This is an optimization exercise on Yosys and OpenROAD, whose aim is small area, a short achievable clock period and few clock cycles, not a production implementation.
Where RTL was checked, it was by simulation tests only, not by an equivalence proof against the original.
No functional check of the RTL was part of runs 5 and 6.
Power and IR drop assume default switching activity.

### flow/run.sh
#!/bin/bash
# Standard layout, with timing repair aiming for a setup slack of 11 ns
# (a tighter target than the 20 ns clock) so the achieved period improves.
set -euo pipefail
bash standard.sh SETUP_SLACK_MARGIN=11.6 finish > layout.log 2>&1
### design.v
module fha_rc_rom (
    input  wire [2:0]  round,
    input  wire [2:0]  lane,
    output wire [63:0] rc
);
    wire [63:0] dec = 64'd1 << {round, lane};
    assign rc[0] = |(dec & 64'hD9B5E8FEC331F555);
    assign rc[1] = |(dec & 64'h9C1A2B5C7252BB35);
    assign rc[2] = |(dec & 64'h4CD86A44D0BF2A8F);
    assign rc[3] = |(dec & 64'hDA02D7C243E8F4BD);
    assign rc[4] = |(dec & 64'hF67E38453A115892);
    assign rc[5] = |(dec & 64'hB0357DA7A34CBAEB);
    assign rc[6] = |(dec & 64'hB53B824C63D5196E);
    assign rc[7] = |(dec & 64'h8B07467D001A8B7B);
    assign rc[8] = |(dec & 64'h70D84AF25EEE748F);
    assign rc[9] = |(dec & 64'h47CFA1B597D719E0);
    assign rc[10] = |(dec & 64'h5FF4B2864A5E4C17);
    assign rc[11] = |(dec & 64'hD934EC0922567D81);
    assign rc[12] = |(dec & 64'hBEBF77C12D331E50);
    assign rc[13] = |(dec & 64'h2C39DE5135E226F2);
    assign rc[14] = |(dec & 64'h34575E265BA65817);
    assign rc[15] = |(dec & 64'h624199170838BBA9);
    assign rc[16] = |(dec & 64'hAACB3AED6C369D47);
    assign rc[17] = |(dec & 64'hABF6D53344D338A0);
    assign rc[18] = |(dec & 64'h11B240C4B22AC2E9);
    assign rc[19] = |(dec & 64'hFFA6F8163252FB3F);
    assign rc[20] = |(dec & 64'hBB1CC93E5087BCA3);
    assign rc[21] = |(dec & 64'hEA11F461CC223432);
    assign rc[22] = |(dec & 64'h1CEA3059FBCB4968);
    assign rc[23] = |(dec & 64'hE72113DCC8C45712);
    assign rc[24] = |(dec & 64'h5D27035F2BC789D3);
    assign rc[25] = |(dec & 64'h062E7148668E8249);
    assign rc[26] = |(dec & 64'h319EC1A039418E60);
    assign rc[27] = |(dec & 64'hF5022045AAEA24C1);
    assign rc[28] = |(dec & 64'hB119DE2E5FB9A679);
    assign rc[29] = |(dec & 64'hC82DCDA0D983162B);
    assign rc[30] = |(dec & 64'h0512D8454B8911B9);
    assign rc[31] = |(dec & 64'h8F9D03789704B086);
    assign rc[32] = |(dec & 64'hF9356CFE1A58B401);
    assign rc[33] = |(dec & 64'hA0FDB6A7F0B8D0D2);
    assign rc[34] = |(dec & 64'h9509934FCD81F660);
    assign rc[35] = |(dec & 64'h7E8C0C44F45916FF);
    assign rc[36] = |(dec & 64'h8E3BD3CEAFE3F5C5);
    assign rc[37] = |(dec & 64'hB056E8BA7E1C18DB);
    assign rc[38] = |(dec & 64'h4FFFA1D8E3C12C12);
    assign rc[39] = |(dec & 64'h2C8B4A20DFE48F48);
    assign rc[40] = |(dec & 64'h41D33C3AB14EE0B4);
    assign rc[41] = |(dec & 64'hCB9A14884EA3C8E2);
    assign rc[42] = |(dec & 64'h0861E90EBC0AEC26);
    assign rc[43] = |(dec & 64'h0E9C409B3CACC77F);
    assign rc[44] = |(dec & 64'hA4078ED4F842A1EE);
    assign rc[45] = |(dec & 64'hEC90629784D4BD09);
    assign rc[46] = |(dec & 64'h34D6F3B540D42704);
    assign rc[47] = |(dec & 64'hCA7CD4D11A6D147B);
    assign rc[48] = |(dec & 64'h948603C9C0F3B938);
    assign rc[49] = |(dec & 64'h096BB3182A2EEC68);
    assign rc[50] = |(dec & 64'h8F2DF63583466584);
    assign rc[51] = |(dec & 64'h1894A7F3C78BE63A);
    assign rc[52] = |(dec & 64'hB8F60477BF48AE12);
    assign rc[53] = |(dec & 64'h350A21B9D5459713);
    assign rc[54] = |(dec & 64'hBA652F1FFBC64D26);
    assign rc[55] = |(dec & 64'h2C366D801C428BEC);
    assign rc[56] = |(dec & 64'h3AED869AC77346B0);
    assign rc[57] = |(dec & 64'hCAAF4EC4B2123B37);
    assign rc[58] = |(dec & 64'h7E0975E3A1C5F5C6);
    assign rc[59] = |(dec & 64'h5AC8F0E92579215A);
    assign rc[60] = |(dec & 64'h6D894A24C39D4338);
    assign rc[61] = |(dec & 64'hDD17E068F465474B);
    assign rc[62] = |(dec & 64'hB64DB0DC6DDB0EAB);
    assign rc[63] = |(dec & 64'h9ECC3104737AFA89);
endmodule
module fha_round_s1 (
    input  wire [7:0]  sel,      
    input  wire [63:0] w0,
    input  wire [63:0] w1,
    input  wire [63:0] w2,
    input  wire [63:0] w3,
    input  wire [63:0] a0,
    input  wire [63:0] b0,
    input  wire [63:0] b1,
    output wire [63:0] a_out,
    output wire [63:0] ra_out
);
    function [63:0] rotl;
        input [63:0] v;
        input integer n;
        rotl = (v << n) | (v >> (64 - n));
    endfunction
    wire [63:0] p = ({64{sel[0]}} & rotl(w1, 63)) | ({64{sel[1]}} & rotl(w1, 19)) |
                    ({64{sel[2]}} & rotl(w1, 39)) | ({64{sel[3]}} & rotl(w1, 15)) |
                    ({64{sel[4]}} & rotl(w1, 23)) | ({64{sel[5]}} & rotl(w1, 31)) |
                    ({64{sel[6]}} & rotl(w1, 11)) | ({64{sel[7]}} & rotl(a0, 5));
    fha_add64 u_add1 (.a(w0), .b(p), .s(a_out));
    wire [63:0] q = ({64{sel[0]}} & rotl(w3, 39)) | ({64{sel[1]}} & rotl(w3, 15)) |
                    ({64{sel[2]}} & rotl(w3, 23)) | ({64{sel[3]}} & rotl(w3, 31)) |
                    ({64{sel[4]}} & rotl(w3, 11)) | ({64{sel[5]}} & rotl(a0, 5));
    wire [63:0] a_k2;
    fha_add64 u_add2 (.a(w2), .b(q), .s(a_k2));
    assign ra_out = ({64{sel[0]}} & rotl(a_k2, 64 - 21)) | ({64{sel[1]}} & rotl(a_k2, 64 - 3)) |
                    ({64{sel[2]}} & rotl(a_k2, 64 - 31)) | ({64{sel[3]}} & rotl(a_k2, 64 - 33)) |
                    ({64{sel[4]}} & rotl(a_k2, 64 - 45)) | ({64{sel[5]}} & rotl(a_k2, 64 - 5)) |
                    ({64{sel[6]}} & rotl(b0, 64 - 17)) | ({64{sel[7]}} & rotl(b1, 64 - 7));
endmodule
module fha_round_s2 (
    input  wire [63:0] a,
    input  wire [63:0] ra,
    input  wire [63:0] rc,
    output wire [63:0] b_out,
    output wire [63:0] c_out
);
    assign b_out = a ^ ra;
    fha_add64 u_add3 (.a(b_out), .b(rc), .s(c_out));
endmodule
module fha_add64 (
    input  wire [63:0] a,
    input  wire [63:0] b,
    output wire [63:0] s
);
    reg [63:0] g, p;
    integer l, i;
    always @* begin
        g = a & b;
        p = a ^ b;
        for (l = 0; l < 6; l = l + 1)
            for (i = 0; i < 64; i = i + 1)
                if (((i + 1) % (2 << l)) == 0) begin
                    g[i] = g[i] | (p[i] & g[i - (1 << l)]);
                    p[i] = p[i] & p[i - (1 << l)];
                end
        for (l = 4; l >= 0; l = l - 1)
            for (i = 3 * (1 << l) - 1; i < 64; i = i + (2 << l)) begin
                g[i] = g[i] | (p[i] & g[i - (1 << l)]);
                p[i] = p[i] & p[i - (1 << l)];
            end
    end
    assign s = a ^ b ^ {g[62:0], 1'b0};
endmodule
module fha_sponge (
    input  wire        clk,
    input  wire        rst,         
    input  wire        bus_we,
    input  wire [1:0]  bus_addr,
    input  wire [31:0] bus_wdata,
    output reg  [31:0] bus_rdata
);
    localparam [3:0] ERR_NONE     = 4'h0;
    localparam [3:0] ERR_BUSY     = 4'h1;
    localparam [3:0] ERR_ILLEGAL  = 4'h2;
    localparam [3:0] ERR_CONFIG   = 4'h3;
    localparam [3:0] ERR_SEQUENCE = 4'h4;
    localparam [1:0] S_IDLE = 2'd0;    
    localparam [1:0] S_CMD  = 2'd1;    
    localparam [1:0] S_PERM = 2'd2;    
    localparam [1:0] S_INIT = 2'd3;    
    reg [1:0]    fsm;
    reg [14:0]   pend;    
    reg [2:0]    rnd;
    reg [2:0]    stp;
    reg [7:0]    soh;     
    reg [7:0]    s1oh;    
    reg          pre;     
    reg [63:0]   xl;      
    reg [63:0]   f1a;     
    reg [63:0]   f1r;     
    reg [511:0]  ra;      
    reg [511:0]  rb;      
    reg [2:0]    aoff;
    reg [2:0]    boff;
    reg          rot_a;   
    reg          rot_b;   
    reg [63:0]   tacc;
    reg [63:0]   a0r;
    reg [63:0]   b0r;
    reg [63:0]   b1r;
    reg [6:0]    fill;
    reg [6:0]    outpos;
    reg          rsel;
    reg          v;
    reg          sqz;
    reg [3:0]    err;
    reg [7:0]    dout;
    wire busy = (fsm != S_IDLE);
    wire [6:0] rate = rsel ? 7'd96 : 7'd64;
    wire cmd_write = bus_we && (bus_addr == 2'd0);
    wire rotp = rot_a || rot_b;
    wire exec = !rotp && ((fsm == S_IDLE) ? cmd_write : (fsm == S_CMD));
    wire [31:0] w = bus_wdata;
    wire [14:0] wdec = {w[15:8], (w[23:16] == 8'h60), (w[23:16] == 8'h40) || (w[23:16] == 8'h60),
                        (w == 32'h0000_0005), (w == 32'h0000_0004), (w == 32'h0000_0003),
                        (w[7:0] == 8'h02) && (w[31:16] == 16'h0000),
                        (w[7:0] == 8'h01) && (w[31:24] == 8'h00)};
    wire [14:0] cmd = busy ? pend : wdec;
    wire [7:0] arg = cmd[14:7];
    wire is_init   = cmd[0];
    wire is_absorb = cmd[1];
    wire is_final  = cmd[2];
    wire is_sqbyte = cmd[3];
    wire is_clrerr = cmd[4];
    wire ratef_ok  = cmd[5];
    wire is_legal  = is_init | is_absorb | is_final | is_sqbyte | is_clrerr;
    wire e_illegal = !is_legal;
    wire e_config  = is_init && !ratef_ok;
    wire e_seq     = ((is_absorb || is_final || is_sqbyte) && !v) || (is_sqbyte && !sqz);
    wire ok_abs    = is_absorb && v;
    wire ok_fin    = is_final && v;
    wire ok_sq     = is_sqbyte && v && sqz;
    wire sq_perm   = ok_sq && (outpos == rate);
    wire [3:0] lk  = is_sqbyte ? outpos[6:3] : fill[6:3];
    wire [2:0] bi  = is_sqbyte ? outpos[2:0] : fill[2:0];
    wire acc = lk[3] ? (boff == lk[2:0]) : (aoff == lk[2:0]);
    wire do_abs  = ok_abs && acc;
    wire do_fin  = ok_fin && acc;
    wire do_sq   = ok_sq && !sq_perm && acc;
    wire seek    = (ok_abs || ok_fin || (ok_sq && !sq_perm)) && !acc;
    wire abs_end = do_abs && (fill + 7'd1 == rate);
    wire lane_end = (do_abs || do_sq) && (bi == 3'd7);
    wire exec_done = e_illegal || is_clrerr || e_config || e_seq ||
                     (do_abs && !abs_end) || do_sq;
    wire exec_perm = abs_end || do_fin || sq_perm;
    wire perm_go   = (fsm == S_PERM) && (aoff == 3'd0) && (boff == 3'd0);
    wire pre_step  = perm_go && pre;
    wire perm_step = perm_go && !pre;
    wire init_step = (fsm == S_INIT);
    wire [63:0] rc;
    wire [63:0] f_a, f_r, f_b, f_c;
    fha_rc_rom u_rom (.round(rnd), .lane(stp), .rc(rc));
    fha_round_s1 u_f1 (
        .sel(s1oh),
        .w0(rb[63:0]), .w1(rb[127:64]), .w2(rb[191:128]), .w3(rb[255:192]),
        .a0(a0r), .b0(b0r), .b1(b1r),
        .a_out(f_a), .ra_out(f_r)
    );
    fha_round_s2 u_f2 (.a(f1a), .ra(f1r), .rc(rc), .b_out(f_b), .c_out(f_c));
    wire [63:0] t_all = tacc ^ f_c;
    wire [63:0] tg = (perm_step && soh[7]) ? t_all : 64'd0;
    function [63:0] rotl;
        input [63:0] x;
        input integer n;
        rotl = (x << n) | (x >> (64 - n));
    endfunction
    wire [511:0] tcor = {rotl(tg, 1), rotl(tg, 7), rotl(tg, 47), rotl(tg, 63),
                         rotl(tg, 5), rotl(tg, 51), rotl(tg, 45), rotl(tg, 25)};
    wire head_b = lk[3];
    wire [7:0] xbyte = do_abs ? arg : 8'h01;
    wire [63:0] xlane = (exec && (do_abs || do_fin)) ? ({56'd0, xbyte} << {bi, 3'b000}) : 64'd0;
    wire pad2 = exec && do_fin;
    wire [2:0] p2pos_a = 3'd7 - aoff;
    wire [2:0] p2pos_b = 3'd3 - boff;
    wire [7:0] p2a = (pad2 && !rsel) ? (8'd1 << p2pos_a) : 8'd0;
    wire [7:0] p2b = (pad2 &&  rsel) ? (8'd1 << p2pos_b) : 8'd0;
    wire [63:0] xa = head_b ? 64'd0 : xlane;
    wire [63:0] xb = head_b ? xlane : 64'd0;
    wire ex_rot = exec && (fsm == S_CMD) && seek;
    wire sh_a = perm_step || init_step || (ex_rot && !head_b) || rot_a ||
                ((fsm == S_PERM) && (aoff != 3'd0));
    wire sh_b = perm_go || init_step || (ex_rot && head_b) || rot_b ||
                ((fsm == S_PERM) && (boff != 3'd0));
    reg [63:0] init_lane;
    always @* begin
        case (stp)
            3'd0: init_lane = 64'h0000004141414141;
            3'd1: init_lane = 64'h0000424242424242;
            3'd2: init_lane = 64'h0000434343434343;
            3'd3: init_lane = {56'd0, pend[14:7]};
            default: init_lane = 64'd0;
        endcase
    end
    wire [63:0] a_head = ra[63:0] ^ xa;
    wire [63:0] b_head = rb[63:0] ^ xb;
    wire [63:0] a_in = perm_step ? xl : init_step ? init_lane : a_head;
    wire [63:0] b_in = perm_step ? (ra[63:0] ^ f_c ^ tcor[511:448]) :
                       init_step ? 64'd0 : b_head;
    reg [511:0] ra_n, rb_n;
    integer k;
    always @* begin
        ra_n = ra;
        rb_n = rb;
        if (sh_a) begin
            ra_n = {a_in, ra[511:64]};
        end else begin
            ra_n[63:0] = a_head;
            for (k = 0; k < 8; k = k + 1)
                ra_n[64*k + 63] = ra_n[64*k + 63] ^ p2a[k];
        end
        if (sh_b) begin
            rb_n = {b_in, rb[511:64] ^ tcor[447:0]};
        end else begin
            rb_n[63:0] = b_head;
            for (k = 0; k < 8; k = k + 1)
                rb_n[64*k + 63] = rb_n[64*k + 63] ^ p2b[k];
        end
    end
    wire perm_last = perm_step && (rnd == 3'd7) && (stp == 3'd7);
    wire init_last = init_step && (stp == 3'd7);
    wire completing = (exec && exec_done) || perm_last || init_last;
    wire accept = cmd_write && (!busy || completing);
    always @(posedge clk) begin
        ra <= ra_n;
        rb <= rb_n;
        xl <= rb[63:0];
        f1a <= f_a;
        f1r <= f_r;
        if (pre_step) begin
            pre  <= 1'b0;
            s1oh <= {s1oh[6:0], s1oh[7]};
        end
        if (sh_a && !perm_step && !init_step) aoff <= aoff + 3'd1;
        if (sh_b && !perm_go && !init_step) boff <= boff + 3'd1;
        if (perm_step) begin
            stp  <= stp + 3'd1;
            soh  <= {soh[6:0], soh[7]};
            if (!soh[7]) s1oh <= {s1oh[6:0], s1oh[7]};
            if (soh[7]) begin
                rnd <= rnd + 3'd1;
                pre <= 1'b1;
            end
            tacc <= soh[0] ? f_c : t_all;
            if (soh[0]) begin
                a0r <= f1a;
                b0r <= f_b;
            end
            if (soh[1]) b1r <= f_b;
        end
        if (init_step) stp <= stp + 3'd1;
        rot_a <= exec && lane_end && !head_b;
        rot_b <= exec && lane_end && head_b;
        if (rst) begin
            rot_a  <= 1'b0;
            rot_b  <= 1'b0;
            fsm    <= S_IDLE;
            fill   <= 7'd0;
            outpos <= 7'd0;
            rsel   <= 1'b0;
            v      <= 1'b0;
            sqz    <= 1'b0;
            err    <= ERR_NONE;
            dout   <= 8'h00;
            aoff   <= 3'd0;
            boff   <= 3'd0;
        end else begin
            if (exec && is_clrerr)
                err <= ERR_NONE;
            else if (err == ERR_NONE) begin
                if (exec && e_illegal)      err <= ERR_ILLEGAL;
                else if (exec && e_config)  err <= ERR_CONFIG;
                else if (exec && e_seq)     err <= ERR_SEQUENCE;
                else if (cmd_write && busy && !completing) err <= ERR_BUSY;
            end
            if (exec && do_abs && !abs_end) begin
                fill <= fill + 7'd1;
                sqz  <= 1'b0;
            end
            if (exec && do_sq) begin
                dout   <= bi[2] ? (bi[1] ? (bi[0] ? (head_b ? rb[63:56] : ra[63:56]) : (head_b ? rb[55:48] : ra[55:48]))
                                         : (bi[0] ? (head_b ? rb[47:40] : ra[47:40]) : (head_b ? rb[39:32] : ra[39:32])))
                                : (bi[1] ? (bi[0] ? (head_b ? rb[31:24] : ra[31:24]) : (head_b ? rb[23:16] : ra[23:16]))
                                         : (bi[0] ? (head_b ? rb[15:8]  : ra[15:8])  : (head_b ? rb[7:0]   : ra[7:0])));
                outpos <= outpos + 7'd1;
            end
            if (exec && exec_perm) begin
                rnd <= 3'd0;
                stp <= 3'd0;
                soh <= 8'd1;
                s1oh <= 8'd1;
                pre <= 1'b1;
            end
            if (exec && is_init && ratef_ok)
                stp <= 3'd0;
            if (perm_last) begin
                if (pend[1]) begin                     
                    fill <= 7'd0;
                    sqz  <= 1'b0;
                end else if (pend[2]) begin            
                    fill   <= 7'd0;
                    outpos <= 7'd0;
                    sqz    <= 1'b1;
                end else begin                         
                    dout   <= ra[71:64];
                    outpos <= 7'd1;
                end
            end
            if (init_last) begin
                fill   <= 7'd0;
                outpos <= 7'd0;
                sqz    <= 1'b0;
                v      <= 1'b1;
                rsel   <= pend[6];
                aoff   <= 3'd0;
                boff   <= 3'd0;
            end
            if (accept) pend <= wdec;
            if (accept && busy) begin
                fsm <= S_CMD;
            end else if (exec) begin
                if (exec_done)              fsm <= S_IDLE;
                else if (exec_perm)         fsm <= S_PERM;
                else if (is_init)           fsm <= S_INIT;
                else                        fsm <= S_CMD;
            end else if (accept) begin
                fsm <= S_CMD;        
            end else if (completing) begin
                fsm <= S_IDLE;
            end
        end
    end
    wire [31:0] status = {9'd0, outpos, 1'b0, fill, err, rsel, sqz, v, busy};
    always @* begin
        case (bus_addr)
            2'd1:    bus_rdata = status;
            2'd2:    bus_rdata = {24'd0, dout};
            default: bus_rdata = 32'd0;
        endcase
    end
endmodule
### standard.sh
#!/bin/bash
# synth_recipe.tcl (not shown) runs the flow's synth.tcl, then flattens the netlist and writes it again
# the make line also repeats each setting of config.mk as NAME=value (left out here)
make -C /OpenROAD-flow-scripts/flow DESIGN_CONFIG=/design/flow/config.mk WORK_HOME=/design/flow/orfs CLKGATE_MAP_FILE= SYNTH_SCRIPT=/design/flow/synth_recipe.tcl "${@:-finish}"
### config.mk
export PLATFORM = sky130hd
export DESIGN_NAME = fha_sponge
export DESIGN_NICKNAME = fha_sponge
export VERILOG_FILES = /design/flow/design.v
export SDC_FILE = /design/flow/constraint.sdc
export NUM_CORES = 8
export LEC_CHECK = 0
export ABC_CLOCK_PERIOD_IN_PS = 9000
export CAP_MARGIN = 30
export CORE_MARGIN = 2
export CORE_UTILIZATION = 40
export CTS_CLUSTER_DIAMETER = 60
export CTS_CLUSTER_SIZE = 25
export SLEW_MARGIN = 30
### constraint.sdc
create_clock -name core_clock -period 20.0 [get_ports {clk}]
set_input_delay 4.0000 -clock core_clock [delete_from_list [all_inputs] [get_ports {clk}]]
set_output_delay 4.0000 -clock core_clock [all_outputs]
set_load 0.01 [all_outputs]
==> results of run 1 <==
-- final cells by class --
class | count | area [sq um] | share of cell area
flip-flops and latches | 1548 | 42600 | 0.482
multi-input cells | 4720 | 34400 | 0.389
well taps | 2624 | 3280 | 0.0372
clock buffers | 122 | 2890 | 0.0327
repair buffers | 282 | 2740 | 0.0310
clock inverters | 87 | 1310 | 0.0148
inverters | 258 | 1040 | 0.0118
diodes | 22 | 55.1 | 0.000623
repair inverters | 3 | 26.3 | 0.000298
-- logic make-up (layout without fill, tap and decap cells) --
group                    Yosys count  count (layout)  synth area share
XOR/XNOR                         968             968             0.108
AND/OR/NAND/NOR                 1874            1874             0.118
flip-flops                      1548            1548             0.541
multiplexers                      50              50           0.00661
buffers and inverters            694             752            0.0342
AO/OA/AOI/OAI                   1512            1512             0.134
other                              1              32         0.0000477
adder cells (fa/ha/maj)          306             306            0.0579
-- power by group --
| group | total (mW) | switching, mW | internal [mW] | leakage, nW |
|---|---|---|---|---|
| Clock | 2.59 | 1.37 | 1.22 | 2.01 |
| Combinational | 3.39 | 2.33 | 1.06 | 15.6 |
| Sequential | 3.85 | 0.226 | 3.63 | 13.6 |
| Total | 9.83 | 3.93 | 5.90 | 31.2 |
-- cell usage after synthesis, types with 48 or more instances --
cell / n / area share
fa_1: 96 / 0.024
a21oi_1: 164 / 0.010
xor2_1: 190 / 0.021
o221ai_1: 65 / 0.0072
nor3_1: 86 / 0.0055
edfxtp_1: 1153 / 0.44
a22oi_1: 618 / 0.059
nand3_1: 287 / 0.018
dfxtp_1: 395 / 0.10
nor2b_1: 94 / 0.0075
inv_1: 255 / 0.012
xnor2_1: 777 / 0.087
o21ai_0: 234 / 0.015
a222oi_1: 56 / 0.0071
nor4_1: 74 / 0.0059
buf_1: 63 / 0.0030
nand4_1: 193 / 0.015
nand2_1: 646 / 0.031
nor2_1: 279 / 0.013
clkbuf_1: 335 / 0.016
and3_1: 48 / 0.0038
a21o_1: 106 / 0.010
ha_1: 210 / 0.033
-- final timing paths --
check / from / endpoint / slack, ns / cells after the start
max: bus_addr[1] / bus_rdata[8] / 11.07 / 7
min reg2reg: ra[469] / ra[405] / 0.38 / 0
max reg2reg: stp[2] / rb[482] / 11.75 / 25
min: ra[469] / ra[405] / 0.38 / 0
-- critical path: cells and delay by family --
kind / cells / cell delay, ns
buffers and inverters: 5 / 0.44
adders and majority gates: 1 / 0.30
and+or+nand+nor: 1 / 0.18
-- per-stage QoR --
stage	utilization	power (mW)	setup slack, ns	cells	cell area (sq um)
3_5_place_dp	0.425	7.08	9.24	9405	83000
4_1_cts	0.451	9.66	11.08	9643	88000
3_3_place_gp	0.423	7.05	9.18	9402	82700
5_1_grt	0.452	9.97	11.05	9651	88300
6_report	0.452	9.83	11.07	9666	88300
2_1_floorplan	-	5.46	11.40	6962	78900
-- per-layer routing --
metal	vias up	wire length, microns
met1	31700	154000
met5	-	249
li1	25600	-
met3	1224	46000
met4	22	39600
met2	4858	165000
-- sequential cells by signal (all words and copies together), names as in the netlist, 7 cells and up --
register,flops
ra,512
rb,512
a0r,64
b0r,64
b1r,64
f1a,64
f1r,64
tacc,64
xl,64
pend,15
dout,8
s1oh,8
soh,8
fill,7
outpos,7
-- timing repair --
action	in CTS	in global routing
endpoints found under the setup margin	1315	919
pin swaps	14	6
resized for setup	208	51
setup buffers	18	1
gates cloned	11	0
==> impl_metrics.csv, run 1 <==
group,metric,value,unit
sta,min_period,8.93,ns
synthesis,synth_edf_count,1153,
outcome,status,"no timing/DRC/antenna violations",
sta,worst_pin_slew,1.23,ns
synthesis,synthCells,6953,
sta,hold_violations,0,
run,drv_cap,0,
die,io_pins,69,
die,dieArea,0.200,sq mm
global_route,antenna_found_initial,36,
critical_path,path_max_fanout,5,
sta,holdWs,0.375,ns
global_route,gr-usage-all-layers,0.397,
placement,io_buffers,58,
die,placementRows,162,
die,core_area,0.195,sq mm
routing,wl_per_cell,41.8,microns
sta,rsz0062_at_grt,"yes",
sta,setup_tns,0,ns
routing,num_vias,63400,
synthesis,postSynth.asyncResetShare,0,
final_layout,num-fill-cells,18000,
routing,ant_nets,0,
sta,fmax,112,MHz
final_layout,final_common_cell,"edfxtp_1",
synthesis,syn_avg_cell_area,11.3,sq um
critical_path,startpoint_type,"primary input",
final_layout,layout-drive-gt1-share,0.0997,
critical_path,required,16.00,ns
clock_network,htreeDepth,3,
global_route,met1_usage,0.515,
power_and_ir_drop,p_per_area,111,mW/mm^2
global_route,met2_usage,0.559,
synthesis,ys.flop_type,"edfxtp_1",
sta,slew-limit-headroom,0.177,
global_route,use_met3,0.105,
critical_path,crit_chain,"buf_12 -> inv_12 -> ha_4 -> buf_12 -> buf_16 -> and3_4 -> buf_6",
global_route,grt_max_degree,157,
clock_network,cts-root-buf,"clkbuf_16",
final_layout,final_cell_mix,"edfxtp_1, xnor2_1, nand2_1, a22oi_1, dfxtp_1",
synthesis,ys_warn_count,3,
synthesis,seq_area_frac_synth,0.541,
routing,drtIter0Drc,12000,
routing,vias_per_cell,6.56,
synthesis,synth_area,0.0786,sq mm
clock_network,ctsHoldBuffers,0,
routing,first_pass_iters,13,
placement,place.gp.congestion,1.06,
critical_path,max_stage_delay,0.30,ns
clock_network,clkSinkCount,1548,
final_layout,nets,7266,
die,die_h,447,microns
die,start_util,0.403,
sta,clock_skew,0.0599,ns
critical_path,cp_slowest_cell,"ha_4",
global_route,overflow,0,
global_route,grt_pass1_wl,534000,microns
clock_network,cts_tree,"done",
critical_path,end_kind,"output pin",
sta,period_share,0.446,
synthesis,synth-seq-cells,1548,
placement,hpwl,302000,microns
power_and_ir_drop,p_leak,31.2,nW
sta,setup_violations,0,
synthesis,yosysUniqueCellTypes,86,
global_route,grt_pass1_vias,58900,
clock_network,cts_buffer_depth,3,
clock_network,clock_latency,0.82,ns
global_route,busiest_layer,"met2",
critical_path,arrival,4.93,ns
power_and_ir_drop,ir_worst_vdd,0.000112,V
worst_hold_path,hp-class,"reg2reg",
sta,maxSlewViolCount,0,
routing,drt-total-wl,404000,microns
critical_path,crit_type,"in2out",
clock_network,cts.reportedPaths.clkPinSlew,0.09,ns
final_layout,syn_to_final_growth,12.3,%
die,die_w,447,microns
critical_path,crit_path_frequent_cell,"buf_12",
clock_network,cts_buffers,110,
routing,drc,0,
Testbench counts, summed over its fixed seeds: cycles 36,595.
==> run 2: changes to the inputs <==
==> flow/run.sh (replaced) <==
#!/bin/bash
# Standard layout, with timing repair aiming for a setup slack of 11 ns
# (a tighter target than the 20 ns clock) so the achieved period improves.
set -euo pipefail
bash standard.sh SETUP_SLACK_MARGIN=11.3 finish > layout.log 2>&1
==> run 2 against run 1 <==
  * First-iteration DRC count shrank 3.6%
  * Largest power group unchanged
  * Setup slack gained 0.082 ns
  * Sequential cell count unchanged
  * Final area shrank 0.49%
  * Global-route usage is 0.47 points lower
  * Largest cell class unchanged
  * Critical path depth is 1 lower
  * Clock skew grew 0.011 ns
  * Final cell count about the same
  * Sequential share of layout area up 0.23 points
  * Combinational power is essentially flat
==> impl_metrics.csv, run 2 <==
group,metric,value,unit
outcome,status,"no timing/DRC/antenna violations",
sta,clock_skew,0.0709,ns
routing,drc,0,
final_layout,utilization,0.450,
die,die_h,447,microns
synthesis,ys.flop_type,"edfxtp_1",
sta,hold_violations,0,
sta,worst_pin_slew,1.20,ns
placement,place.gp.congestion,1.07,
clock_network,clkSinkCount,1548,
global_route,grt_pass1_wl,528000,microns
power_and_ir_drop,power,9.89,mW
global_route,grt_max_degree,151,
die,die_w,447,microns
routing,vias_per_cell,6.55,
sta,setup_tns,0,ns
routing,drtIter0Drc,11600,
global_route,met2_usage,0.559,
sta,min_period,8.84,ns
sta,slew-limit-headroom,0.200,
clock_network,cts_tree,"done",
routing,num_vias,63300,
synthesis,seq_area_frac_synth,0.541,
final_layout,final_common_cell,"edfxtp_1",
power_and_ir_drop,p_leak,31.1,nW
critical_path,crit_type,"in2out",
placement,hpwl,299000,microns
final_layout,final_cell_mix,"edfxtp_1, xnor2_1, nand2_1, a22oi_1, dfxtp_1",
run,drv_cap,0,
clock_network,cts-root-buf,"clkbuf_16",
routing,ant_nets,0,
synthesis,syn_avg_cell_area,11.3,sq um
synthesis,synthDominantCellAreaShare,0.440,
synthesis,synthCells,6953,
routing,first_pass_iters,13,
synthesis,synth.most_common_cell,"edfxtp_1",
die,core_area,0.195,sq mm
final_layout,final_area,0.0879,sq mm
global_route,gr-usage-all-layers,0.392,
critical_path,required,16.00,ns
synthesis,synth_edf_count,1153,
routing,drt-total-wl,400000,microns
synthesis,synth-seq-cells,1548,
synthesis,postSynth.asyncResetShare,0,
global_route,met1_usage,0.519,
sta,fmax,113,MHz
die,dieArea,0.200,sq mm
sta,maxSlewViolCount,0,
critical_path,path_max_fanout,8,
clock_network,clock_latency,0.85,ns
final_layout,syn_to_final_growth,11.8,%
placement,io_buffers,58,
final_layout,largestRegisters,"ra x512, rb x512",
power_and_ir_drop,p_per_area,113,mW/mm^2
clock_network,cts_buffers,115,
clock_network,cts.reportedPaths.clkPinSlew,0.10,ns
final_layout,nets,7259,
synthesis,yosysTopAreaCell,"edfxtp_1",
global_route,busiest_layer,"met2",
global_route,antenna_found_initial,25,
sta,holdWs,0.395,ns
clock_network,htreeDepth,3,
routing,wl_per_cell,41.4,microns
power_and_ir_drop,ir_worst_vdd,0.000100,V
die,placementRows,162,
sta,period_share,0.442,
final_layout,num-fill-cells,18000,
worst_hold_path,hp-class,"reg2reg",
placement,placed_area,0.0828,sq mm
die,start_util,0.403,
global_route,overflow,0,
critical_path,startpoint_type,"primary input",
critical_path,end_kind,"output pin",
synthesis,synthTopCellsByArea,"edfxtp_1, dfxtp_1, xnor2_1",
synthesis,ys_warn_count,3,
final_layout,layout-drive-gt1-share,0.0915,
sta,rsz0062_at_grt,"yes",
die,io_pins,69,
sta,setup_violations,0,
clock_network,cts_buffer_depth,3,
synthesis,synthTopCellsByCount,"edfxtp_1, xnor2_1, nand2_1",
critical_path,arrival,4.84,ns
global_route,use_met3,0.0900,
global_route,grt_pass1_vias,58000,
synthesis,synth_area,0.0786,sq mm
synthesis,yosysUniqueCellTypes,86,
run 2: repair_timing:
item | CTS | global route
setup buffers | 8 | 4
hold buffers | 0 | 0
pin swaps | 10 | 6
gates cloned | 2 | 2
endpoints found under the setup margin | 867 | 764
resized for setup | 182 | 37
run 2: cell type report:
cell class / instances / area [sq um] / area share
inverters: 258 / 1040 / 0.0118
well taps: 2624 / 3280 / 0.0374
clock inverters: 93 / 1370 / 0.0156
flip-flops and latches: 1548 / 42600 / 0.484
repair inverters: 2 / 17.5 / 0.000199
repair buffers: 271 / 2440 / 0.0278
clock buffers: 126 / 2960 / 0.0337
diodes: 16 / 40.0 / 0.000456
multi-input cells: 4720 / 34100 / 0.389
run 2: path summary, 6_finish.rpt:
check,start,to,slack [ns],cells past startpoint
max,bus_addr[1],bus_rdata[8],11.16,6
max reg2reg,stp[2],rb[511],11.47,26
min,ra[224],ra[160],0.39,0
min reg2reg,ra[224],ra[160],0.39,0
run 2: cells by family after synthesis:
| group | count (synthesis) | share of synthesized area |
|---|---|---|
| AO/OA/AOI/OAI | 1512 | 0.134 |
| XOR/XNOR | 968 | 0.108 |
| adder cells (fa/ha/maj) | 306 | 0.0579 |
| buffers and inverters | 694 | 0.0342 |
| flip-flops | 1548 | 0.541 |
| multiplexers | 50 | 0.00661 |
| other | 1 | 0.0000477 |
| AND/OR/NAND/NOR | 1874 | 0.118 |
run 2: critical path: stages:
cell    delay, ns
buf_8        0.09
inv_6        0.04
ha_4         0.32
buf_6        0.12
and3_1       0.15
buf_2        0.13
run 2: stage by stage:
step	setup slack, ns	std cells
after floorplan	11.31	6962
after global placement	9.25	9398
after detailed placement	9.29	9404
after CTS	11.17	9633
after global routing	11.12	9650
final	11.16	9658
run 2: power by group:
| part | switching [mW] | internal, mW |
|---|---|---|
| Clock | 1.42 | 1.25 |
| Sequential | 0.223 | 3.63 |
| Combinational | 2.32 | 1.05 |
run 2: routing by layer:
layer	share of wire	wire length [microns]
met2	0.41	165000
met4	0.093	37200
met1	0.38	154000
met5	0.00059	236
met3	0.11	43600
==> run 3: changes to the inputs <==
==> flow/run.sh (replaced) <==
#!/bin/bash
# Standard layout, with timing repair aiming for a setup slack of 11 ns
# (a tighter target than the 20 ns clock) so the achieved period improves.
set -euo pipefail
bash standard.sh SETUP_SLACK_MARGIN=11 finish > layout.log 2>&1
--- a/config.mk
+++ b/config.mk
@@ -5,6 +5,7 @@
 export SDC_FILE = /design/flow/constraint.sdc
 export NUM_CORES = 8
 export LEC_CHECK = 0
+export ABC_AREA = 1
 export ABC_CLOCK_PERIOD_IN_PS = 9000
 export CAP_MARGIN = 30
 export CORE_MARGIN = 2
==> run 3 against run 2 <==
  * Register-to-register slack worse by 0.22 ns
  * Still clean
  * Final cell count up 15%
  * Count of clock-buffer cells in the layout up 21
  * Maximum frequency down 1.1%
==> impl_metrics.csv, run 3 <==
group,metric,value,unit
clock_network,cts_buffers,135,
synthesis,postSynth.asyncResetShare,0,
critical_path,path_max_fanout,10,
synthesis,ys_warn_count,3,
sta,period_share,0.447,
power_and_ir_drop,p_leak,35.6,nW
critical_path,startpoint_type,"primary input",
sta,fmax,112,MHz
sta,clock_skew,0.0657,ns
die,start_util,0.402,
final_layout,nets,8628,
synthesis,synthDominantCellAreaShare,0.432,
routing,vias_per_cell,6.24,
final_layout,final_common_cell,"nand2_1",
final_layout,syn_to_final_growth,12.4,%
global_route,grt_pass1_wl,571000,microns
power_and_ir_drop,power,6.33,mW
global_route,overflow,0,
synthesis,synth.most_common_cell,"nand2_1",
critical_path,ff2ff_setup_slack,11.25,ns
clock_network,cts.reportedPaths.clkPinSlew,0.10,ns
placement,io_buffers,58,
die,die_w,451,microns
critical_path,arrival,4.94,ns
clock_network,clock_latency,0.86,ns
placement,hpwl,333000,microns
synthesis,ys.flop_type,"edfxtp_1",
power_and_ir_drop,p_per_area,70.3,mW/mm^2
global_route,gr-usage-all-layers,0.413,
routing,wl_per_cell,39.1,microns
outcome,status,"no timing/DRC/antenna violations",
sta,slew-limit-headroom,0.242,
synthesis,synth_area,0.0801,sq mm
sta,fin_ws,11.06,ns
synthesis,syn_avg_cell_area,9.76,sq um
final_layout,largestRegisters,"ra x512, rb x512",
worst_hold_path,hp-class,"reg2reg",
sta,setup_tns,0,ns
synthesis,synthCells,8207,
routing,num_vias,69100,
synthesis,synthTopCellsByArea,"edfxtp_1, dfxtp_1, nand2_1",
clock_network,htreeDepth,4,
clock_network,clkSinkCount,1548,
die,die_h,451,microns
synthesis,seq_area_frac_synth,0.531,
routing,drtIter0Drc,11700,
final_layout,final_cell_mix,"nand2_1, edfxtp_1, inv_1, nor2_1, xnor2_1",
sta,worst_pin_slew,1.13,ns
critical_path,crit_type,"in2out",
synthesis,synth-seq-cells,1548,
power_and_ir_drop,ir_worst_vdd,0.0000944,V
final_layout,layout-drive-gt1-share,0.0850,
routing,ant_nets,0,
run,drv_cap,0,
routing,first_pass_iters,9,
die,io_pins,69,
routing,drt-total-wl,433000,microns
routing,drc,0,
die,core_area,0.199,sq mm
die,dieArea,0.204,sq mm
clock_network,cts_tree,"done",
global_route,grt_pass1_vias,63300,
synthesis,yosysTopAreaCell,"edfxtp_1",
sta,hold_violations,0,
sta,rsz0062_at_grt,"yes",
final_layout,num-fill-cells,19100,
clock_network,cts_buffer_depth,3,
synthesis,yosysUniqueCellTypes,62,
sta,setup_violations,0,
sta,holdWs,0.374,ns
die,placementRows,164,
synthesis,synthTopCellsByCount,"nand2_1, edfxtp_1, inv_1",
placement,place_ws,9.06,ns
synthesis,synth_edf_count,1153,
sta,maxSlewViolCount,0,
clock_network,cts-root-buf,"clkbuf_16",
critical_path,end_kind,"output pin",
sta,min_period,8.94,ns
global_route,antenna_found_initial,29,
critical_path,required,16.00,ns
global_route,grt_max_degree,171,
placement,place.gp.congestion,1.08,
run 3: cell types whose count changed after synthesis, sizes merged, moves of 80 or more:
cell / previous run / this run
o21ai: 277 / 455
xor2: 191 / 325
nor2: 279 / 583
a21o: 106 / 26
a221oi: 10 / 117
clkbuf: 335 / 206
o22ai: 10 / 245
xnor2: 777 / 415
inv: 258 / 933
nand2: 646 / 1557
nor2b: 94 / 0
a22oi: 618 / 10
run 3: repair_timing:
| item | CTS | global route |
|---|---|---|
| setup buffers | 3 | 1 |
| pin swaps | 1 | 2 |
| setup endpoints to repair | 565 | 739 |
| hold buffers | 0 | 0 |
| cloned | 2 | 4 |
| resized for setup | 112 | 40 |
run 3: area by class of cell:
type	instances	area [sq um]	share of cell area
Clock buffer	147	3520	0.0391
Multi-Input combinational cell	5390	33400	0.371
Inverter	947	3570	0.0396
Sequential cell	1548	42500	0.473
Antenna cell	10	25.0	0.000278
Clock inverter	104	1360	0.0151
Timing Repair Buffer	263	2310	0.0257
Tap cell	2656	3320	0.0369
run 3: cells by family (layout without fill, tap and decap cells):
logic type	count (synthesis)	in the layout	share of synthesized area
AO/OA/AOI/OAI	1415	1415	0.112
XOR/XNOR	740	740	0.0809
adder cells (fa/ha/maj)	306	306	0.0568
buffers and inverters	1281	1461	0.0616
flip-flops	1548	1548	0.531
multiplexers	11	11	0.00137
other	1	20	0.0000468
AND/OR/NAND/NOR	2905	2908	0.156
run 3: path summary, 6_finish.rpt:
path	startpoint	endpoint	depth (start not counted)
max	bus_addr[0]	bus_rdata[13]	6
min	ra[309]	ra[245]	0
max reg2reg	stp[0]	rb[480]	31
min reg2reg	ra[309]	ra[245]	0
run 3: where the power goes:
part           internal [mW]  switching (mW)
logic                 0.0109          0.0142
registers               3.40        0.000919
clock network           1.43            1.47
run 3: routing by layer:
layer  vias to the layer above  share of wire  track usage
li1                      28600              -            -
met1                     34300           0.39        0.551
met2                      5034           0.41        0.587
met3                      1119           0.11        0.105
met4                        22          0.088        0.289
met5                         -        0.00081            0
run 3: metrics by stage:
step           cell area (sq um)  utilization  cells
4_1_cts                    89700        0.450  11000
3_5_place_dp               84600        0.424  10800
5_1_grt                    90000        0.451  11100
2_1_floorplan              80100            -   8216
3_3_place_gp               84400        0.423  10800
6_report                   90000        0.451  11100
run 3: worst max-delay path, cell delays in order:
cell and delay [ns]:
buf_4 0.10, inv_2 0.05, ha_4 0.35, nand2_8 0.09, nor2_1 0.11, clkdlybuf4s15_2 0.24
==> run 4: changes to the inputs <==
--- a/config.mk
+++ b/config.mk
@@ -5,7 +5,6 @@
 export SDC_FILE = /design/flow/constraint.sdc
 export NUM_CORES = 8
 export LEC_CHECK = 0
-export ABC_AREA = 1
 export ABC_CLOCK_PERIOD_IN_PS = 9000
 export CAP_MARGIN = 30
 export CORE_MARGIN = 2
==> run 4 against run 3 <==
  * Die area down 1.8%
  * Sequential power up 14%
  * Setup slack better by 0.019 ns
  * Critical endpoint is now bus_rdata[10]
  * Total power up 56%
  * Still clean on timing, DRC and antenna
==> impl_metrics.csv, run 4 <==
group,metric,value,unit
global_route,grt_max_degree,196,
clock_network,clkSinkCount,1548,
power_and_ir_drop,p_leak,31.0,nW
die,die_h,447,microns
synthesis,synthCells,6953,
synthesis,postSynth.asyncResetShare,0,
routing,wl_per_cell,40.7,microns
routing,vias_per_cell,6.57,
placement,hpwl,294000,microns
global_route,gr-usage-all-layers,0.384,
critical_path,ff2ff_setup_slack,11.13,ns
sta,min_period,8.92,ns
synthesis,muxShareOfSynthArea,0.00661,
sta,slew-limit-headroom,0.245,
synthesis,seq_area_frac_synth,0.541,
synthesis,synth_xor_area_frac,0.108,
synthesis,ys_warn_count,3,
worst_hold_path,worstHoldStart,"ra[315]",
routing,num_vias,63400,
sta,fmax,112,MHz
routing,drt-total-wl,392000,microns
critical_path,max_stage_delay,0.29,ns
synthesis,ys.flop_type,"edfxtp_1",
worst_hold_path,hold-path-cell-count,0,
die,core_area,0.195,sq mm
sta,clock_skew,0.0655,ns
routing,first_pass_iters,14,
clock_network,htreeDepth,3,
synthesis,synth_edf_count,1153,
synthesis,synthDominantCellAreaShare,0.440,
critical_path,r2r_end,"rb[21]",
critical_path,cp_slowest_cell,"ha_4",
synthesis,synth-seq-cells,1548,
critical_path,end_kind,"output pin",
global_route,overflow,0,
synthesis,yosysTopAreaCell,"edfxtp_1",
critical_path,cp_num_buf_inv,4,
sta,period_share,0.446,
critical_path,path_max_fanout,10,
synthesis,yosysUniqueCellTypes,86,
sta,setup_violations,0,
critical_path,crit_path_frequent_cell,"buf_2",
worst_hold_path,hold-path-endpoint,"ra[251]",
synthesis,synth_adder_area_share,0.0579,
critical_path,arrival,4.92,ns
critical_path,crit_family,"buffers and inverters",
sta,fin_ws,11.08,ns
final_layout,layout-drive-gt1-share,0.0832,
power_and_ir_drop,ir_worst_vdd,0.000107,V
sta,setup_tns,0,ns
die,start_util,0.403,
die,io_pins,69,
global_route,grt_pass1_wl,520000,microns
final_layout,final_cell_mix,"edfxtp_1, xnor2_1, nand2_1, a22oi_1, dfxtp_1",
global_route,use_met3,0.0941,
synthesis,syn_avg_cell_area,11.3,sq um
global_route,met2_usage,0.545,
routing,drtIter0Drc,12200,
placement,place_ws,9.31,ns
routing,ant_nets,0,
sta,worst_pin_slew,1.13,ns
synthesis,synth_top_family_by_area,"compound AO/OA/AOI/OAI gates",
sta,rsz0062_at_grt,"no",
critical_path,rr_startpoint,"stp[2]",
clock_network,cts-root-buf,"clkbuf_16",
critical_path,startpoint_type,"primary input",
placement,io_buffers,58,
die,die_w,447,microns
clock_network,cts.reportedPaths.clkPinSlew,0.09,ns
synthesis,synth.most_common_cell,"edfxtp_1",
synthesis,synthTopCellsByCount,"edfxtp_1, xnor2_1, nand2_1",
critical_path,crit_type,"in2out",
outcome,status,"no timing/DRC/antenna violations",
final_layout,largestRegisters,"ra x512, rb x512",
placement,place.gp.congestion,1.04,
final_layout,final_common_cell,"edfxtp_1",
critical_path,required,16.00,ns
die,placementRows,162,
run,drv_cap,0,
clock_network,cts_buffer_depth,3,
clock_network,ctsHoldBuffers,0,
critical_path,reg2reg_depth,24,
synthesis,synth-simple-area-share,0.118,
final_layout,nets,7246,
synthesis,synthTopCellsByArea,"edfxtp_1, dfxtp_1, xnor2_1",
worst_hold_path,hp-class,"reg2reg",
global_route,antenna_found_initial,22,
clock_network,cts_tree,"done",
clock_network,clock_latency,0.86,ns
die,dieArea,0.200,sq mm
final_layout,syn_to_final_growth,11.2,%
critical_path,crit_chain,"buf_2 -> inv_2 -> ha_4 -> buf_6 -> and3_1 -> buf_2",
sta,maxSlewViolCount,0,
clock_network,cts_buffers,116,
global_route,met1_usage,0.507,
synthesis,synth_compound_area_frac,0.134,
global_route,grt_pass1_vias,58300,
sta,hold_violations,0,
critical_path,cp_num_cells,6,
global_route,busiest_layer,"met2",
synthesis,synth_area,0.0786,sq mm
routing,drc,0,
power_and_ir_drop,p_per_area,113,mW/mm^2
run 4: changes by cell type after synthesis, sizes merged, moves of 235 or more:
cell / delta
nor2: -304
a22oi: +608
o22ai: -235
xnor2: +362
inv: -675
nand2: -911
run 4: worst register-to-register path: stages (launching register included):
cell      delay [ns]
dfxtp_1         0.31
buf_4           0.36
inv_1           0.18
ha_1            0.45
and2_1          0.38
o21ai_2         0.56
nand2_1         0.34
or4_1           0.63
nor4_2          0.70
nand4b_1        0.20
ha_1            0.39
nand4_1         0.14
nor3_1          0.29
nand3b_1        0.12
o211a_1         0.30
o21ai_0         0.26
a21oi_1         0.13
o21ai_0         0.57
nor2_1          0.15
fa_1            0.96
xnor2_1         0.19
nand2_1         0.45
xnor2_1         0.59
nand2_1         0.10
o21ai_0         0.10
run 4: cells by family (layout without fill, tap and decap cells):
group                      Yosys count  after routing
adders and majority gates          306            306
AOI/OAI and AO/OA                 1512           1512
other                                1             28
xor gates and xnor gates           968            968
muxes                               50             50
and+or+nand+nor                   1874           1874
buffers and inverters              694            738
DFF                               1548           1548
run 4: worst max path at each step:
stage | from | end | slack, ns
3_5_place_dp | bus_wdata[12] | rb[300] | 9.31
3_3_place_gp | bus_wdata[12] | rb[119] | 9.16
5_1_grt | bus_addr[0] | bus_rdata[4] | 11.02
2_1_floorplan | bus_wdata[12] | ra[100] | 11.17
6_report | bus_addr[0] | bus_rdata[10] | 11.08
4_1_cts | bus_addr[1] | bus_rdata[3] | 10.95
run 4: layer usage:
layer	up-vias	wire length, microns
met1	31800	150000
met5	-	60
li1	25600	-
met3	1094	44500
met2	4919	162000
met4	10	35600
run 4: cell type report:
| type | count | area, sq um |
|---|---|---|
| antenna | 18 | 45.0 |
| inverter | 258 | 1030 |
| fill | 18000 | 108000 |
| sequential | 1548 | 42600 |
| tap | 2624 | 3280 |
| timing repair buffer | 256 | 2130 |
| clock buffer | 133 | 3080 |
| timing repair inverter | 3 | 26.3 |
| multi-input combinational | 4720 | 33900 |
| clock inverter | 88 | 1400 |
run 4: where the power goes:
group	switching [mW]	internal [mW]	total (mW)	leakage, nW
Combinational	2.25	1.07	3.32	15.2
Clock	1.41	1.30	2.71	2.15
Sequential	0.240	3.63	3.87	13.6
run 4: what timing repair did:
action                                  4_1_cts  5_1_grt
resized for setup                           129       14
gates cloned                                  1        3
buffers inserted                              7        0
pin swaps                                     1        0
endpoints found under the setup margin      538      579
run 4: per-stage QoR:
| stage | hold WS [ns] | util | area [sq um] | instances | total power, mW |
|---|---|---|---|---|---|
| final | 0.399 | 0.448 | 87400 | 9648 | 9.90 |
| after global routing | 0.414 | 0.448 | 87400 | 9634 | 10.1 |
| after CTS | 0.401 | 0.447 | 87200 | 9625 | 9.78 |
| after detailed placement | 0.405 | 0.423 | 82600 | 9396 | 7.09 |
| after global placement | 0.400 | 0.422 | 82400 | 9396 | 7.06 |
| after floorplan | 0.351 | - | 78700 | 6962 | 5.46 |
==> run 5: changes to the inputs <==
--- a/design.v
+++ b/design.v
@@ -221,9 +221,10 @@
     wire pre_step  = perm_go && pre;
     wire perm_step = perm_go && !pre;
     wire init_step = (fsm == S_INIT);
-    wire [63:0] rc;
+    wire [63:0] rc_n;
+    reg  [63:0] rc;      
     wire [63:0] f_a, f_r, f_b, f_c;
-    fha_rc_rom u_rom (.round(rnd), .lane(stp), .rc(rc));
+    fha_rc_rom u_rom (.round(rnd), .lane(pre ? stp : stp + 3'd1), .rc(rc_n));
     fha_round_s1 u_f1 (
         .sel(s1oh),
         .w0(rb[63:0]), .w1(rb[127:64]), .w2(rb[191:128]), .w3(rb[255:192]),
@@ -297,6 +298,7 @@
     always @(posedge clk) begin
         ra <= ra_n;
         rb <= rb_n;
+        rc <= rc_n;
         xl <= rb[63:0];
         f1a <= f_a;
         f1r <= f_r;
@@ -404,11 +406,9 @@
         end
     end
     wire [31:0] status = {9'd0, outpos, 1'b0, fill, err, rsel, sqz, v, busy};
+    wire rd_status = !bus_addr[1] &&  bus_addr[0];
+    wire rd_dout   =  bus_addr[1] && !bus_addr[0];
     always @* begin
-        case (bus_addr)
-            2'd1:    bus_rdata = status;
-            2'd2:    bus_rdata = {24'd0, dout};
-            default: bus_rdata = 32'd0;
-        endcase
+        bus_rdata = ({32{rd_status}} & status) | ({32{rd_dout}} & {24'd0, dout});
     end
 endmodule
--- a/config.mk
+++ b/config.mk
@@ -9,6 +9,4 @@
 export CAP_MARGIN = 30
 export CORE_MARGIN = 2
 export CORE_UTILIZATION = 40
-export CTS_CLUSTER_DIAMETER = 60
-export CTS_CLUSTER_SIZE = 25
 export SLEW_MARGIN = 30
==> run 5 against run 4 <==
  * Still clean on timing, DRC and antenna
  * Final area grew 3.8%
  * Core utilization grew 0.66 points
  * Count of clock-buffer cells in the layout grew 98
  * Sequential cell count grew 64
  * Routed wire length shrank 4.4%
  * Sequential power shrank 8.8%
  * Worst hold slack gained 0.0026 ns
  * Maximum frequency grew 0.23%
==> impl_metrics.csv, run 5 <==
group,metric,value,unit
outcome,status,"no timing/DRC/antenna violations",
critical_path,path_max_fanout,6,
power_and_ir_drop,p_per_area,76.9,mW/mm^2
clock_network,cts.reportedPaths.clkPinSlew,0.06,ns
clock_network,cts_buffer_depth,3,
synthesis,synth_edf_count,1153,
synthesis,postSynth.asyncResetShare,0,
die,core_area,0.200,sq mm
final_layout,utilization,0.454,
critical_path,crit_family,"buffers and inverters",
critical_path,rr_startpoint,"s1oh[3]",
routing,first_pass_iters,8,
sta,setup_tns,0,ns
die,dieArea,0.204,sq mm
sta,slew-limit-headroom,0.202,
critical_path,ff2ff_setup_slack,12.28,ns
power_and_ir_drop,p_comb_frac,0.003,
synthesis,synthTopCellsByArea,"edfxtp_1, dfxtp_1, a22oi_1",
global_route,grt_pass1_vias,59100,
critical_path,cp_slowest_cell,"dlygate4sd2_1",
die,placementRows,164,
routing,drt-total-wl,375000,microns
worst_hold_path,hold-path-cell-count,0,
power_and_ir_drop,power,6.97,mW
sta,clock_skew,0.0814,ns
synthesis,seq_area_frac_synth,0.546,
power_and_ir_drop,p_leak,32.4,nW
global_route,grt_pass1_wl,506000,microns
placement,hpwl,268000,microns
clock_network,cts_tree,"done",
critical_path,required,16.00,ns
critical_path,cp_num_cells,5,
sta,setup_violations,0,
final_layout,final_common_cell,"edfxtp_1",
final_layout,final_area,0.0907,sq mm
routing,drtIter0Drc,11500,
critical_path,r2r_end,"f1r[30]",
critical_path,crit_type,"in2out",
synthesis,synth_area,0.0803,sq mm
die,start_util,0.402,
global_route,gr-usage-all-layers,0.358,
synthesis,ys_warn_count,3,
critical_path,crit_path_frequent_cell,"buf_4",
final_layout,nets,7338,
global_route,grt_max_degree,163,
placement,place.gp.congestion,1.04,
routing,wl_per_cell,38.2,microns
critical_path,arrival,4.90,ns
final_layout,largestRegisters,"ra x512, rb x512",
sta,worst_pin_slew,1.18,ns
sta,min_period,8.90,ns
synthesis,synthTopCellsByCount,"edfxtp_1, a22oi_1, xnor2_1",
sta,period_share,0.445,
synthesis,yosysTopAreaCell,"edfxtp_1",
routing,num_vias,63700,
placement,placed_area,0.0843,sq mm
worst_hold_path,worstHoldStart,"ra[197]",
critical_path,end_kind,"output pin",
synthesis,ys.flop_type,"edfxtp_1",
placement,io_buffers,58,
sta,maxSlewViolCount,0,
synthesis,yosysUniqueCellTypes,89,
power_and_ir_drop,swShare,0.213,
clock_network,clkSinkCount,1612,
clock_network,htreeDepth,4,
synthesis,synthDominantCellAreaShare,0.431,
power_and_ir_drop,ir_worst_vdd,0.0000890,V
sta,rsz0062_at_grt,"no",
die,die_h,452,microns
synthesis,synthCells,7045,
final_layout,final_cell_mix,"edfxtp_1, a22oi_1, xnor2_1, nand2_1, dfxtp_1",
final_layout,layout-drive-gt1-share,0.0888,
critical_path,startpoint_type,"primary input",
final_layout,syn_to_final_growth,13.0,%
run,drv_cap,0,
critical_path,crit_chain,"buf_4 -> nor2b_4 -> buf_4 -> a22o_1 -> dlygate4sd2_1",
routing,drc,0,
power_and_ir_drop,clockPowerShare,0.490,
die,die_w,452,microns
sta,hold_violations,0,
routing,ant_nets,0,
synthesis,synth-seq-cells,1612,
synthesis,syn_avg_cell_area,11.4,sq um
global_route,overflow,0,
power_and_ir_drop,seqPwrFrac,0.506,
worst_hold_path,hp-class,"reg2reg",
routing,vias_per_cell,6.49,
global_route,antenna_found_initial,17,
clock_network,cts-root-buf,"clkbuf_16",
critical_path,cp_num_buf_inv,3,
critical_path,max_stage_delay,0.28,ns
clock_network,clock_latency,0.89,ns
clock_network,ctsHoldBuffers,0,
clock_network,cts_buffers,176,
synthesis,synth.most_common_cell,"edfxtp_1",
power_and_ir_drop,p_sw,1.48,mW
critical_path,reg2reg_depth,21,
power_and_ir_drop,p_int,5.49,mW
die,io_pins,69,
worst_hold_path,hold-path-endpoint,"ra[133]",
sta,fmax,112,MHz
run 5: layer usage:
layer	vias up	GRT usage	part of all wire	wire [microns]
met5	-	0	0.00014	52
met4	8	0.257	0.088	33000
met3	1075	0.112	0.12	46700
met2	4790	0.500	0.40	152000
met1	31900	0.468	0.38	143000
li1	26000	-	-	-
run 5: repair_timing:
action / in CTS / in global routing
endpoints found under the setup margin: 976 / 425
cloned: 5 / 1
pin swaps: 2 / 3
resized for setup: 43 / 34
setup buffers: 9 / 3
run 5: how the worst max path moves through the flow:
stage | from | to | slack [ns]
after floorplan | bus_wdata[3] | ra[100] | 6.49
after global placement | bus_wdata[12] | rb[208] | 8.65
after detailed placement | bus_wdata[12] | rb[208] | 8.57
after CTS | bus_addr[0] | bus_rdata[10] | 10.93
after global routing | bus_wdata[14] | ra[362] | 11.01
final | bus_addr[1] | bus_rdata[3] | 11.10
run 5: cell families after synthesis:
group / share of synthesized area
compound gates: 0.157
xor+xnor: 0.110
fa+ha+maj: 0.0563
buf+inv: 0.0331
flops: 0.546
mux: 0.00376
other cells: 0.0000467
simple gates: 0.0945
run 5: through the flow:
step / cells / worst slack [ns] / hold slack, ns
floorplan: 7054 / 6.49 / 0.351
global placement: 9454 / 8.65 / 0.400
detailed placement: 9457 / 8.57 / 0.397
CTS: 9801 / 10.93 / 0.392
global route: 9807 / 11.01 / 0.401
finish: 9820 / 11.10 / 0.401
run 5: power by group through the flow:
stage	clock network, mW	logic (mW)	registers [mW]
after global routing	3.58	0.0232	3.53
final	3.42	0.0219	3.53
after CTS	3.46	0.0215	3.53
after detailed placement	0	0.0190	3.60
after floorplan	0	0.00847	3.60
after global placement	0	0.0188	3.60
run 5: final cells by class:
cell class                      instances  area (sq um)
Antenna cell                           14          35.0
Clock buffer                          231          4760
Clock inverter                         99          1330
Fill cell                           18300        109000
Inverter                              175           694
Multi-Input combinational cell       4764         34400
Sequential cell                      1612         43900
Tap cell                             2656          3320
Timing Repair Buffer                  267          2330
Timing Repair inverter                  2          21.3
==> run 6: changes to the inputs <==
--- a/design.v
+++ b/design.v
@@ -221,10 +221,9 @@
     wire pre_step  = perm_go && pre;
     wire perm_step = perm_go && !pre;
     wire init_step = (fsm == S_INIT);
-    wire [63:0] rc_n;
-    reg  [63:0] rc;      
+    wire [63:0] rc;
     wire [63:0] f_a, f_r, f_b, f_c;
-    fha_rc_rom u_rom (.round(rnd), .lane(pre ? stp : stp + 3'd1), .rc(rc_n));
+    fha_rc_rom u_rom (.round(rnd), .lane(stp), .rc(rc));
     fha_round_s1 u_f1 (
         .sel(s1oh),
         .w0(rb[63:0]), .w1(rb[127:64]), .w2(rb[191:128]), .w3(rb[255:192]),
@@ -268,9 +267,9 @@
     end
     wire [63:0] a_head = ra[63:0] ^ xa;
     wire [63:0] b_head = rb[63:0] ^ xb;
-    wire [63:0] a_in = perm_step ? xl : init_step ? init_lane : a_head;
+    wire [63:0] a_in = perm_step ? xl : init_step ? init_lane : ra[63:0];
     wire [63:0] b_in = perm_step ? (ra[63:0] ^ f_c ^ tcor[511:448]) :
-                       init_step ? 64'd0 : b_head;
+                       init_step ? 64'd0 : rb[63:0];
     reg [511:0] ra_n, rb_n;
     integer k;
     always @* begin
@@ -298,9 +297,9 @@
     always @(posedge clk) begin
         ra <= ra_n;
         rb <= rb_n;
-        rc <= rc_n;
         xl <= rb[63:0];
         f1a <= f_a;
+        tacc <= soh[0] ? f_c : t_all;    
         f1r <= f_r;
         if (pre_step) begin
             pre  <= 1'b0;
@@ -316,7 +315,6 @@
                 rnd <= rnd + 3'd1;
                 pre <= 1'b1;
             end
-            tacc <= soh[0] ? f_c : t_all;
             if (soh[0]) begin
                 a0r <= f1a;
                 b0r <= f_b;
==> run 6 against run 5 <==
  * Critical path depth increased by 20
  * Maximum frequency fell by 2.5%
  * Die area fell by 2.2%
  * Via count rose by 1.4%
  * Critical path type is now reg2reg
  * Highest routed layer unchanged
==> impl_metrics.csv, run 6 <==
group,metric,value,unit
global_route,grt_max_degree,119,
power_and_ir_drop,power,7.29,mW
critical_path,crit_path_start,"stp[2]",
die,die_h,447,microns
sta,min_period,9.13,ns
global_route,gr-usage-all-layers,0.407,
die,placementRows,162,
placement,io_buffers,58,
die,io_pins,69,
critical_path,arrival,9.85,ns
synthesis,synth_area,0.0785,sq mm
global_route,grt_pass1_vias,59300,
clock_network,cts_tree,"done",
global_route,grt_pass1_wl,547000,microns
critical_path,reg2reg_depth,25,
worst_hold_path,hold-path-cell-count,0,
clock_network,ctsHoldBuffers,0,
synthesis,postSynth.asyncResetShare,0,
clock_network,htreeDepth,4,
clock_network,cts.reportedPaths.clkPinSlew,0.06,ns
synthesis,synth-seq-cells,1548,
synthesis,synthTopCellsByCount,"edfxtp_1, xnor2_1, nand2_1",
synthesis,synth_edf_count,1089,
power_and_ir_drop,ir_worst_vdd,0.0000808,V
sta,period_share,0.456,
power_and_ir_drop,p_per_area,81.9,mW/mm^2
synthesis,synthDominantCellAreaShare,0.416,
routing,vias_per_cell,6.53,
worst_hold_path,hp-class,"reg2reg",
sta,clock_skew,0.0731,ns
final_layout,layout-drive-gt1-share,0.0919,
synthesis,ys.flop_type,"edfxtp_1",
synthesis,seq_area_frac_synth,0.533,
synthesis,yosysUniqueCellTypes,95,
global_route,overflow,0,
routing,drc,0,
die,die_w,447,microns
final_layout,nets,7456,
power_and_ir_drop,p_sw,1.78,mW
die,dieArea,0.200,sq mm
routing,wl_per_cell,42.0,microns
sta,fmax,110,MHz
sta,hold_violations,0,
final_layout,largestRegisters,"ra x512, rb x512",
sta,slew-limit-headroom,0.181,
run,drv_cap,0,
synthesis,ys_warn_count,3,
sta,worst_pin_slew,1.22,ns
synthesis,synthCells,7109,
synthesis,synthTopCellsByArea,"edfxtp_1, dfxtp_1, xnor2_1",
sta,setup_violations,0,
critical_path,startpoint_type,"register",
power_and_ir_drop,p_leak,32.1,nW
sta,rsz0062_at_grt,"yes",
routing,drt-total-wl,415000,microns
final_layout,final_cell_mix,"edfxtp_1, xnor2_1, nand2_1, a22oi_1, dfxtp_1",
clock_network,cts-root-buf,"clkbuf_16",
routing,first_pass_iters,10,
final_layout,final_common_cell,"edfxtp_1",
die,core_area,0.195,sq mm
power_and_ir_drop,p_int,5.51,mW
clock_network,clkSinkCount,1548,
critical_path,max_stage_delay,1.02,ns
synthesis,yosysTopAreaCell,"edfxtp_1",
power_and_ir_drop,clockPowerShare,0.441,
critical_path,cp_slowest_cell,"xnor2_1",
placement,hpwl,310000,microns
clock_network,clock_latency,0.86,ns
critical_path,crit_path_frequent_cell,"a21o_1",
critical_path,path_max_fanout,38,
global_route,antenna_found_initial,47,
routing,num_vias,64600,
power_and_ir_drop,seqPwrFrac,0.486,
die,start_util,0.403,
synthesis,synth.most_common_cell,"edfxtp_1",
clock_network,cts_buffer_depth,3,
critical_path,end_kind,"register",
power_and_ir_drop,p_comb_frac,0.073,
sta,setup_tns,0,ns
critical_path,rr_startpoint,"stp[2]",
critical_path,required,20.73,ns
routing,ant_nets,0,
power_and_ir_drop,swShare,0.244,
critical_path,crit_type,"reg2reg",
final_layout,syn_to_final_growth,13.4,%
sta,maxSlewViolCount,0,
worst_hold_path,worstHoldStart,"ra[422]",
outcome,status,"no timing/DRC/antenna violations",
clock_network,cts_buffers,166,
synthesis,syn_avg_cell_area,11.0,sq um
placement,place.gp.congestion,1.05,
routing,drtIter0Drc,11700,
-- run 6: changes by cell type after synthesis, sizes merged, moves of 78 or more --
cell | before | now
a21oi | 409 | 217
inv | 174 | 254
nand2 | 522 | 697
o21ai | 230 | 308
xnor2 | 532 | 786
xor2 | 472 | 180
-- run 6: per-stage QoR --
| step | instance area, sq um | setup slack, ns | util | cells | hold slack (ns) |
|---|---|---|---|---|---|
| global route | 89100 | 10.91 | 0.457 | 9885 | 0.417 |
| detailed placement | 82800 | 9.39 | 0.425 | 9550 | 0.405 |
| global placement | 82500 | 9.49 | 0.423 | 9548 | 0.400 |
| finish | 89100 | 10.87 | 0.457 | 9895 | 0.396 |
| floorplan | 78600 | 11.23 | - | 7118 | 0.363 |
| CTS | 88700 | 10.91 | 0.455 | 9874 | 0.406 |
-- run 6: logic make-up (layout without fill, tap and decap cells) --
| family | count (synthesis) | count (layout) | share of synthesized area |
|---|---|---|---|
| XOR/XNOR | 968 | 968 | 0.109 |
| other | 1 | 21 | 0.0000478 |
| AO/OA/AOI/OAI | 1543 | 1543 | 0.134 |
| AND/OR/NAND/NOR | 1957 | 1960 | 0.121 |
| flip-flops | 1548 | 1548 | 0.533 |
| adder cells (fa/ha/maj) | 303 | 303 | 0.0575 |
| buffers and inverters | 713 | 852 | 0.0351 |
| multiplexers | 76 | 76 | 0.0104 |
-- run 6: worst max-delay path, delay by kind of cell, from the launching register on --
kind	cells	cell delay, ns
flops	1	0.31
buf+inv	3	0.81
fa+ha+maj	3	1.06
compound gates	11	2.48
simple gates	5	2.50
xor+xnor	3	1.80
-- run 6: area by class of cell --
| cell class | count | area (sq um) |
|---|---|---|
| tap | 2624 | 3280 |
| multi-input combinational | 4860 | 34600 |
| sequential | 1548 | 41900 |
| inverter | 255 | 960 |
| clock buffer | 213 | 4530 |
| antenna | 11 | 27.5 |
| fill | 18100 | 106000 |
| timing repair buffer | 285 | 2590 |
| clock inverter | 99 | 1180 |
-- run 6: what timing repair did --
| item | in CTS | in global routing |
|---|---|---|
| pin swaps | 0 | 2 |
| cloned | 6 | 0 |
| setup endpoints to repair | 532 | 551 |
| gates resized for setup | 42 | 28 |
| setup buffers | 6 | 7 |
-- run 6: per-layer routing --
metal | GRT usage | vias to the layer above | share of wire
met3 | 0.143 | 1086 | 0.13
met4 | 0.218 | 30 | 0.067
met2 | 0.545 | 4957 | 0.39
li1 | - | 26000 | -
met5 | 0 | - | 0.00049
met1 | 0.568 | 32500 | 0.41
-- run 6: worst paths after layout --
| check | slack [ns] | end |
|---|---|---|
| setup / recovery | 10.87 | rb[0] |
| hold / removal | 0.40 | ra[358] |
| setup reg to reg | 10.87 | rb[0] |
| hold reg to reg | 0.40 | ra[358] |
-- run 6: power by group through the flow --
stage | Combinational (mW) | Clock [mW] | Sequential (mW)
floorplan | 0.333 | 0 | 3.58
global placement | 0.496 | 0 | 3.61
detailed placement | 0.506 | 0 | 3.61
CTS | 0.514 | 3.23 | 3.54
global route | 0.554 | 3.36 | 3.55
finish | 0.532 | 3.21 | 3.55

-- re-timing with driven ports --
The results above use ideal ports. As a check the final layouts listed here were re-extracted and re-timed, cells and wires unchanged.
Step 1 (the two cells are an assumption about what drives the block):
set clk [get_ports {clk}]
set_driving_cell -lib_cell sky130_fd_sc_hd__clkbuf_16 $clk
set_driving_cell -lib_cell sky130_fd_sc_hd__buf_2 [delete_from_list [all_inputs] $clk]
Step 2 times the ports against the registers' clock, not the clock port: input delays grow and output delays shrink by t, the midpoint of the rising clock arrivals with the driver on.
a / b / c = ideal ports / drivers / drivers and shift; a / b = the first two.
run	t (ns)	setup WS [ns]	worst register clock-pin slew, ns	worst data-port slew with drivers (ns)	cell pins on the clock port's net
run 1	0.872	11.074 / 11.003 / 10.797	0.10 / 0.10	0.10	1
run 2	0.908	11.155 / 11.095 / 10.468	0.10 / 0.10	0.06	1
run 3	0.912	11.059 / 11.026 / 10.433	0.10 / 0.10	0.04	1
run 4	0.917	11.078 / 11.056 / 10.236	0.10 / 0.10	0.04	1
run 5	0.932	11.099 / 11.074 / 10.243	0.08 / 0.08	0.04	1
run 6	0.919	10.875 / 10.875 / 10.288	0.08 / 0.08	0.07	1
After both steps setup and hold are still met in every run listed. For run 5, which loses most, drivers alone change the setup slack by -0.025 ns; drivers and shift together by -0.856 ns.
